Context: an optimization exercise on an open-source flow, tuned for small area, a short achievable clock period and few clock cycles. The choices shown serve that exercise and are no tape-out recipe.
In this exercise RTL edits were held to simulation tests only and were not proved equivalent to the original.
Power is estimated from default activity; no workload was simulated.

===== design/flow/design.v =====
module rspf_deframer #(
    parameter MAX_FRAME   = 132,
    parameter MAX_PAYLOAD = 128
) (
    input  wire       clk,
    input  wire       rst,
    input  wire       in_valid,
    input  wire [7:0] in_data,
    output wire       in_ready,
    output reg        ev_valid,
    input  wire       ev_ready,
    output reg  [2:0] ev_kind,
    output reg  [7:0] ev_data
);
    localparam [2:0] EV_ACK = 3'd1, EV_NACK = 3'd2, EV_INT = 3'd3,
                     EV_REJECT = 3'd4, EV_PKT_BYTE = 3'd5, EV_PKT_END = 3'd6;
    localparam [2:0] S_HUNT = 3'd0, S_BODY = 3'd1, S_ESC = 3'd2, S_RLE = 3'd3,
                     S_CK1 = 3'd4, S_CK2 = 3'd5;
    localparam [2:0] C_OK = 3'd0, C_BAD_RLE = 3'd1, C_RAW_DOLLAR = 3'd2,
                     C_OVERSIZE = 3'd3, C_BAD_CK_DIGIT = 3'd4, C_CK_MISMATCH = 3'd5;
    localparam QD = 8;    
    localparam QW = 3;    
    reg [7:0] s0, s1;
    reg       s0v, s1v;
    wire      stall;
    wire      pop = s0v && !stall;
    wire      acc = in_valid && !s1v;
    assign in_ready = !s1v;
    always @(posedge clk) begin
        if (rst) begin
            s0v <= 1'b0;
            s1v <= 1'b0;
        end else if (pop) begin
            if (s1v) begin
                s0  <= s1;
                s1v <= 1'b0;
            end else begin
                s0  <= in_data;
                s0v <= acc;
            end
        end else if (!s0v) begin
            s0  <= in_data;
            s0v <= acc;
        end else if (acc) begin
            s1  <= in_data;
            s1v <= 1'b1;
        end
    end
    wire [7:0] b = s0;
    reg [7:0] payload [0:MAX_PAYLOAD-1];
    reg [7:0] wp;         
    reg [7:0] rp;         
    reg [6:0] w_lo;       
    reg       w_wrap;
    reg [8:0]   q [0:QD-1];    
    reg [QW:0]  qwp, qrp;
    wire        q_full  = (qwp[QW] != qrp[QW]) && (qwp[QW-1:0] == qrp[QW-1:0]);
    wire        q_empty = (qwp == qrp);
    reg [2:0] rx_state;
    reg [7:0] rx_sum;
    reg [7:0] rx_len;
    reg       rx_last_ok;
    reg [7:0] rx_last;
    reg [2:0] rx_bad;
    reg [7:0] rx_wire;
    reg [3:0] rx_ck_hi;
    reg       hex_ok;
    reg [3:0] hex_val;
    always @* begin
        hex_ok  = 1'b1;
        hex_val = 4'd0;
        if (b >= 8'h30 && b <= 8'h39)      hex_val = b[3:0];
        else if (b >= 8'h41 && b <= 8'h46) hex_val = b[3:0] + 4'd9;
        else if (b >= 8'h61 && b <= 8'h66) hex_val = b[3:0] + 4'd9;
        else                               hex_ok  = 1'b0;
    end
    reg [2:0] n_state;
    reg [7:0] n_sum;
    reg       n_last_ok;
    reg [7:0] n_last;
    reg [2:0] n_bad;
    reg [7:0] n_wire;
    reg [3:0] n_ck_hi;
    reg       push;
    reg [8:0]  push_d;
    reg       st_en;
    reg [7:0] st_val;
    reg [6:0] st_k;
    reg       do_store;
    reg       n_store;
    reg [7:0] n_len;
    reg [7:0] n_wp;
    reg [6:0] n_wlo;
    reg       n_wwrap;
    reg       need_space;
    reg [7:0] wp_k;
    reg       wp_c;
    reg [7:0] used_k;
    always @* begin
        n_state   = rx_state;
        n_sum     = rx_sum;
        n_last_ok = rx_last_ok;
        n_last    = rx_last;
        n_bad     = rx_bad;
        n_wire    = rx_wire;
        n_ck_hi   = rx_ck_hi;
        push      = 1'b0;
        push_d    = 9'd0;
        st_en     = 1'b0;
        st_val    = 8'd0;
        st_k      = 7'd1;
        if (rx_state == S_HUNT) begin
            case (b)
                8'h24: begin    
                    n_sum     = 8'd0;
                    n_last_ok = 1'b0;
                    n_last    = 8'd0;
                    n_bad     = C_OK;
                    n_wire    = 8'd1;
                    n_ck_hi   = 4'd0;
                    n_state   = S_BODY;
                end
                8'h2B: begin push = 1'b1; push_d = {1'b0, EV_ACK,  5'd0}; end
                8'h2D: begin push = 1'b1; push_d = {1'b0, EV_NACK, 5'd0}; end
                8'h03: begin push = 1'b1; push_d = {1'b0, EV_INT,  5'd0}; end
                default: ;      
            endcase
        end else if (rx_state != S_ESC && b == 8'h03) begin
            push   = 1'b1;
            push_d = {1'b0, EV_INT, 5'd0};
        end else begin
            if (rx_wire != MAX_FRAME + 1)
                n_wire = rx_wire + 1'b1;
            if (rx_wire >= MAX_FRAME && n_bad == C_OK)
                n_bad = C_OVERSIZE;
            case (rx_state)
                S_ESC: begin
                    n_sum   = rx_sum + b;
                    st_en   = 1'b1;
                    st_val  = b ^ 8'h20;
                    n_state = S_BODY;
                end
                S_BODY: begin
                    case (b)
                        8'h7D: begin    
                            n_sum   = rx_sum + b;
                            n_state = S_ESC;
                        end
                        8'h2A: begin    
                            n_sum = rx_sum + b;
                            if (!rx_last_ok && n_bad == C_OK)
                                n_bad = C_BAD_RLE;
                            n_state = S_RLE;
                        end
                        8'h24: begin    
                            n_sum = rx_sum + b;
                            if (n_bad == C_OK)
                                n_bad = C_RAW_DOLLAR;
                        end
                        8'h23: begin    
                            n_state = S_CK1;
                        end
                        default: begin
                            n_sum  = rx_sum + b;
                            st_en  = 1'b1;
                            st_val = b;
                        end
                    endcase
                end
                S_RLE: begin
                    n_sum = rx_sum + b;
                    if (b >= 8'h20 && b <= 8'h7E) begin
                        if (rx_last_ok) begin
                            st_en  = 1'b1;
                            st_val = rx_last;
                            st_k   = b[6:0] - 7'd29;
                        end
                    end else if (n_bad == C_OK) begin
                        n_bad = C_BAD_RLE;
                    end
                    n_state = S_BODY;
                end
                S_CK1: begin
                    if (hex_ok)
                        n_ck_hi = hex_val;
                    else if (n_bad == C_OK)
                        n_bad = C_BAD_CK_DIGIT;
                    n_state = S_CK2;
                end
                default: begin  
                    if (n_bad == C_OK) begin
                        if (!hex_ok)
                            n_bad = C_BAD_CK_DIGIT;
                        else if ({rx_ck_hi, hex_val} != rx_sum)
                            n_bad = C_CK_MISMATCH;
                    end
                    push = 1'b1;
                    if (n_bad == C_OK)
                        push_d = {1'b1, wp};
                    else
                        push_d = {1'b0, EV_REJECT, 2'd0, n_bad};
                    n_state = S_HUNT;
                end
            endcase
        end
        {wp_c, wp_k[6:0]} = {1'b0, wp[6:0]} + {1'b0, st_k};
        wp_k[7]      = wp[7] ^ wp_c;
        do_store     = 1'b0;
        if (st_en) begin
            if (n_bad == C_OK) begin
                if ({1'b0, rx_len} + {2'b0, st_k} > MAX_PAYLOAD)
                    n_bad = C_OVERSIZE;
                else
                    do_store = 1'b1;
            end
            n_last_ok = 1'b1;
            n_last    = st_val;
        end
        used_k     = wp_k - rp;
        need_space = do_store && (used_k > MAX_PAYLOAD);
        n_len   = rx_len;
        n_wp    = wp;
        n_wlo   = wp[6:0];
        n_wwrap = 1'b0;
        if (do_store) begin
            n_len   = rx_len + st_k;
            n_wp    = wp_k;
            n_wwrap = wp_c;
        end else if (n_bad != C_OK && rx_bad == C_OK) begin
            n_len = 8'd0;
            n_wp  = wp - rx_len;
            n_wlo = n_wp[6:0];
        end
        if (rx_state == S_CK2 && !(b == 8'h03)) begin
            n_sum     = 8'd0;
            n_last_ok = 1'b0;
            n_last    = 8'd0;
            n_bad     = C_OK;
            n_wire    = 8'd0;
            n_ck_hi   = 4'd0;
            n_len     = 8'd0;
        end
    end
    assign stall = need_space || (push && q_full);
    always @(posedge clk) begin
        if (rst) begin
            rx_state   <= S_HUNT;
            rx_sum     <= 8'd0;
            rx_len     <= 8'd0;
            rx_last_ok <= 1'b0;
            rx_last    <= 8'd0;
            rx_bad     <= C_OK;
            rx_wire    <= 8'd0;
            rx_ck_hi   <= 4'd0;
            wp         <= 8'd0;
            w_lo       <= 7'd0;
            w_wrap     <= 1'b0;
        end else begin
            if (pop) begin
                rx_state   <= n_state;
                rx_sum     <= n_sum;
                rx_len     <= n_len;
                rx_last_ok <= n_last_ok;
                rx_last    <= n_last;
                rx_bad     <= n_bad;
                rx_wire    <= n_wire;
                rx_ck_hi   <= n_ck_hi;
                wp         <= n_wp;
            end
            w_lo   <= pop ? n_wlo : wp[6:0];
            w_wrap <= pop && n_wwrap;
        end
    end
    wire [6:0] w_hi = wp[6:0];
    wire [127:0] ge_lo, ge_hi;
    genvar gi;
    generate
        for (gi = 0; gi < 128; gi = gi + 1) begin : g_ge
            assign ge_lo[gi] = (gi[6:4] > w_lo[6:4]) || (gi[6:4] == w_lo[6:4] && gi[3:0] >= w_lo[3:0]);
            assign ge_hi[gi] = (gi[6:4] > w_hi[6:4]) || (gi[6:4] == w_hi[6:4] && gi[3:0] >= w_hi[3:0]);
        end
        for (gi = 0; gi < MAX_PAYLOAD; gi = gi + 1) begin : g_pl
            always @(posedge clk)
                if ((ge_lo[gi] & !ge_hi[gi]) | (w_wrap & (ge_lo[gi] | !ge_hi[gi])))
                    payload[gi] <= rx_last;
        end
    endgenerate
    wire [8:0]  qh     = q[qrp[QW-1:0]];
    wire        ld     = !q_empty && (!ev_valid || ev_ready);
    wire        is_pkt = qh[8];
    wire        more   = is_pkt && (rp != qh[7:0]);
    always @(posedge clk) begin
        if (pop && push && !q_full)
            q[qwp[QW-1:0]] <= push_d;
    end
    always @(posedge clk) begin
        if (rst) begin
            qwp      <= {(QW+1){1'b0}};
            qrp      <= {(QW+1){1'b0}};
            rp       <= 8'd0;
            ev_valid <= 1'b0;
            ev_kind  <= 3'd0;
            ev_data  <= 8'd0;
        end else begin
            if (pop && push)
                qwp <= qwp + 1'b1;
            if (ld) begin
                ev_valid <= 1'b1;
                if (more) begin
                    ev_kind <= EV_PKT_BYTE;
                    ev_data <= payload[rp[6:0]];
                    rp      <= rp + 1'b1;
                end else begin
                    ev_kind <= is_pkt ? EV_PKT_END : qh[7:5];
                    ev_data <= is_pkt ? 8'd0 : {5'd0, qh[2:0]};
                    qrp     <= qrp + 1'b1;
                end
            end else if (ev_ready) begin
                ev_valid <= 1'b0;
            end
        end
    end
endmodule

===== design/flow/run.sh =====
#!/bin/bash
# synth_recipe.tcl (not shown) runs the flow's synth.tcl, then flattens the netlist and writes it again
# the make line also repeats each setting of config.mk as NAME=value (left out here)
make -C /OpenROAD-flow-scripts/flow DESIGN_CONFIG=/design/flow/config.mk WORK_HOME=/design/flow/orfs CLKGATE_MAP_FILE= SYNTH_SCRIPT=/design/flow/synth_recipe.tcl finish

===== design/flow/config.mk =====
export PLATFORM = sky130hd
export DESIGN_NAME = rspf_deframer
export DESIGN_NICKNAME = rspf_deframer
export VERILOG_FILES = /design/flow/design.v
export SDC_FILE = /design/flow/constraint.sdc
export NUM_CORES = 4
export LEC_CHECK = 0
export CAP_MARGIN = 20
export CORE_MARGIN = 2
export CORE_UTILIZATION = 40
export PLACE_DENSITY = 0.6
export SLEW_MARGIN = 20

===== design/flow/constraint.sdc =====
create_clock -name core_clock -period 5.5 [get_ports {clk}]
set_input_delay 1.1000 -clock core_clock [delete_from_list [all_inputs] [get_ports {clk}]]
set_output_delay 1.1000 -clock core_clock [all_outputs]
set_load 0.01 [all_outputs]

==> run notes <==
-- worst min path at each step --
stage,startpoint,endpoint,slack (ns),depth (start not counted)
2_1_floorplan,rx_ck_hi[3],rx_ck_hi[3],0.44,2
4_1_cts,ev_data[7],ev_data[7],0.47,2
6_report,ev_data[7],ev_data[7],0.46,2
5_1_grt,rx_ck_hi[3],rx_ck_hi[3],0.49,2
3_3_place_gp,ev_data[6],ev_data[6],0.44,2
3_5_place_dp,ev_data[7],ev_data[7],0.45,2
-- cells in the mapped netlist (8+ instances only) --
cell type  number
nor4_1         35
mux4_2         18
o21ai_0       117
o31ai_1        11
buf_1          17
or4_1          21
clkbuf_1      116
a31o_2          8
or2_2          13
a22o_1        169
nand4_1        85
o21bai_1        9
a31oi_1        19
a21oi_1       169
a22oi_1       179
and3_1         17
nand2b_1       13
inv_1          47
a21o_1         17
edfxtp_1     1112
dfxtp_1        92
xor2_1         20
nor2_1        316
ha_1           49
nor3b_1         8
mux2_2         13
nor2b_1        13
o21a_1         14
or3_1          18
nand2_1       198
maj3_1         76
nor3_1         44
a211oi_1       13
mux2i_1        28
xnor2_1        39
nand3_1        60
a221oi_1      163
o221ai_1        9
and2_1          8
-- timing repair --
action                                  in CTS  in global routing
endpoints found under the setup margin      33                 69
resized for setup                            3                 15
pin swaps                                    0                  3
hold buffers                                 0                  0
hold endpoints to repair                     0                  0
-- logic make-up (layout without fill, tap and decap cells) --
group / count (synthesis) / in the layout
flops: 1204 / 1204
compound gates: 971 / 971
simple gates: 883 / 883
buf+inv: 195 / 614
fa+ha+maj: 130 / 130
xor+xnor: 59 / 59
mux: 59 / 59
other cells: 0 / 11
-- power by group --
part | total, uW | leakage, uW | internal (uW) | switching (uW)
Sequential | 9860 | 0.0112 | 9850 | 4.91
Combinational | 123 | 0.00654 | 42.0 | 81.0
Clock | 9110 | 0.00212 | 5170 | 3940
Total | 19100 | 0.0198 | 15100 | 4030
-- per-layer routing --
metal	vias to the layer above	routed length, um	part of all wire, %
met5	-	159	0.064
met4	14	23000	9.3
met3	911	39800	16
met2	3631	97300	39
met1	19400	86400	35
li1	14800	-	-
-- layout make-up --
cell class	count	area [um^2]
flip-flops and latches	1204	35300
fillers	10700	65100
inverters	51	191
repair buffers	323	2540
clock inverters	75	951
well taps	1637	2050
clock buffers	165	3470
diodes	11	27.5
multi-input cells	2102	14600
-- placed cells by master (no fill, tap or decap), drive strengths merged, types with 12 or more instances in the layout --
| cell | n |
|---|---|
| buf | 300 |
| dfxtp | 92 |
| or2 | 13 |
| o21a | 14 |
| clkbuf | 165 |
| nand3 | 60 |
| and2 | 12 |
| mux4 | 18 |
| nor4 | 36 |
| mux2i | 28 |
| a22oi | 179 |
| o21ai | 119 |
| nand2 | 198 |
| a31oi | 20 |
| or3 | 18 |
| nor3 | 46 |
| bufinv | 13 |
| clkinv | 54 |
| a221oi | 163 |
| xnor2 | 39 |
| nand4 | 85 |
| a21o | 17 |
| nor2b | 13 |
| a22o | 169 |
| maj3 | 76 |
| edfxtp | 1112 |
| or4 | 21 |
| and3 | 17 |
| xor2 | 20 |
| clkdlybuf4s50 | 23 |
| nor2 | 316 |
| nand2b | 13 |
| a211oi | 13 |
| ha | 49 |
| inv | 52 |
| mux2 | 13 |
| a21oi | 171 |
-- worst max-delay path, stage by stage (launching register included) --
cell      delay (ns)
edfxtp_1        0.39
nand3_1         0.13
o221a_2         0.24
nand4_1         0.11
or2_2           0.33
ha_1            0.22
fa_1            0.43
a21o_1          0.19
a21oi_2         0.20
xnor2_2         0.10
ha_1            0.36
and3_1          0.17
a21oi_2         0.13
nand2_1         0.07
nor2_1          0.12
xnor2_1         0.07
or4_1           0.57
and3_4          0.26
buf_12          0.15
or2_2           0.30
or4_1           0.51
a21oi_1         0.13
-- sequential cells by signal, indices dropped and copies added (netlist names), 3 cells and up, named ones only --
register / flops
ev_data: 8
ev_kind: 3
payload: 1024
q: 72
qrp: 4
qwp: 4
rp: 8
rx_bad: 3
rx_ck_hi: 4
rx_last: 8
rx_len: 8
rx_state: 3
rx_sum: 8
rx_wire: 8
s0: 8
s1: 8
w_lo: 7
wp: 8
-- per-stage QoR --
step           std cells  util (%)  area [um^2]  TNS, ns
2_1_floorplan       3501         -        50200        0
3_3_place_gp        5313      43.9        54400   -0.388
3_5_place_dp        5313      43.9        54400   -0.648
4_1_cts             5553      47.4        58900        0
5_1_grt             5557      47.6        59000        0
6_report            5568      47.6        59100        0
==> run notes <==
- Clock skew: 0.0600 ns
- Initial Util: 40.4%
- Syn nets: 3,567
- Mux contribution to synthesized area: 1.66%
- Layout overhead on the synthesized area: 17.7%
- WL/cell: 44.3 um
- Yosys top cell area share: 66.5%
- First-pass GRT wire length: 322,000 um
- Mean Syn Cell Area: 14.3 um^2
- Antenna viol nets, final: 0
- Top cells by area, synth: edfxtp_1 67%, dfxtp_1 3.7%, a22o_1 2.9%, a221oi_1 2.8%, a22oi_1 2.7%
- Die Width: 358 um
- DRC Markers: 0
- Grt ovf: 0
- H-tree depth: 4
- Kind of critical path: reg -> reg
- DRT iter0 DRCs: 8,705
- Most used DFF post-synth: edfxtp_1
- Nets@finish: 3,880
- Floorplan row count: 129
- Slew of the pin with the lowest slew margin: 1.35 ns
- Seq/Total Area, Yosys: 70.2%
- Worst r2r src: s0[1]
- Worst hold slack: 0.461 ns
- Synth warn: 2
- Fmax: 0.190 GHz
- Worst setup SP type: flop
- Via-to-Cell Ratio: 6.97
- EDFF count, synth: 1,112
- Post-Synth Simple-Gate Area: 8.45%
- Asr flop ratio synth: 0%
- Die Area: 128,000 um^2
- Post-Syn Area: 50,200 um^2
- Final setup fails: 0
- Run status: finished clean
- Synth Area in XOR/XNOR: 1.03%
- Via count of the first global-routing pass: 35,200
- Port Buf Inserts: 24
- Num CTS Buffers: 132
- GRT met1 Usage: 47.6%
- Max Cap Viol: 0
- Synth unique cells: 87
- Dpl ws: -0.0584 ns
- Tcrit/Tclk final: 95.6%
- HP Class: reg -> reg
- Hold Violations, Final: 0
- Core Area: 124,000 um^2
- Worst-path clk slew: 0.06 ns
- Pin count of the biggest net entering global routing: 89
- Final Critical Period: 5.26 ns
- CP Max Fanout: 7
- Final WS setup: 0.242 ns
- GRT Max-Usage Layer: met2
- Share of layout cells above drive strength 1: 17.1%
- All-layer global routing usage: 38.1%
- Vias: 38,800
- Root Buffer: clkbuf_16
- Worst Setup SP: s0[1]
- WL final: 247,000 um
- Critical path data arrival time: 5.98 ns
- Peak supply drop: 0.282 mV
- Post-CTS Setup Inserts: 0
- Register-to-Register Setup Slack: 0.24 ns
- GPL Wtd Cong: 1.14
- Met3 Track Usage GR: 17.4%
- Reg2Reg Depth: 21
- CTS tree: done
- Largest family of logic cells by synthesized area: compound AO/OA/AOI/OAI gates
- Ports: 25
- Critical R2R Capture: rx_wire[0]
- Die Ht: 358 um
- Pre-antenna DRT Iters: 9
- Slew HR: 9.81%
- CP Capture Type: flop
- FF+latch count, synth: 1,204
- Compound-Gate Fraction of Synth Area: 14.2%
- CTS sink count: 1,204
- M2 GR Usage: 51.4%
- Worst-Skew Late Latency: 0.82 ns
- Post-synthesis adder-cell area fraction: 2.94%
- Power per cell area: 323 nW/um^2
- Final Power: 19,100 uW
- Final Slew Violations: 0
- Post-DP HPWL: 170,000 um
- Worst Path Required: 6.22 ns
- Leakage: 0.0198 uW
- Synthesized instance count: 3,501
- Worst Setup EP: rx_wire[0]
- Post-synth top area cell: edfxtp_1
- RSZ-0062 raised after global routing: false
- Clock buffer depth: 3
- Initial antenna violation count: 21
Testbench counts, summed over its fixed seeds: cycles 10,134.

[static timing again, ports no longer ideal]
How much do the figures lean on ideal ports? The routed layout below was timed once more, with nothing changed but the port constraints. Step 1 (the two cells are an assumption about what drives the block):
set clk [get_ports {clk}]
set_driving_cell -lib_cell sky130_fd_sc_hd__clkbuf_16 $clk
set_driving_cell -lib_cell sky130_fd_sc_hd__buf_2 [delete_from_list [all_inputs] $clk]
Step 2 moves the port delays by t, midway between the first and last clock arrival at a register: inputs arrive t later, outputs are due t later. That takes back most of the time a late clock gives input paths. a / b / c = no drivers / after step 1 / after step 2; a / b = the first two.
shift t [ns]: 0.869
setup slack, ns: 0.242 / 0.242 / 0.242
hold WS [ns]: 0.461 / 0.461 / 0.461
latest minus earliest clock arrival (ns): 0.069 / 0.069
slew at the worst register clock pin (ns): 0.07 / 0.07
After both steps this run still meets setup and hold. The setup slack of this run moves by 0.000 ns with the drivers and by 0.000 ns with both steps.
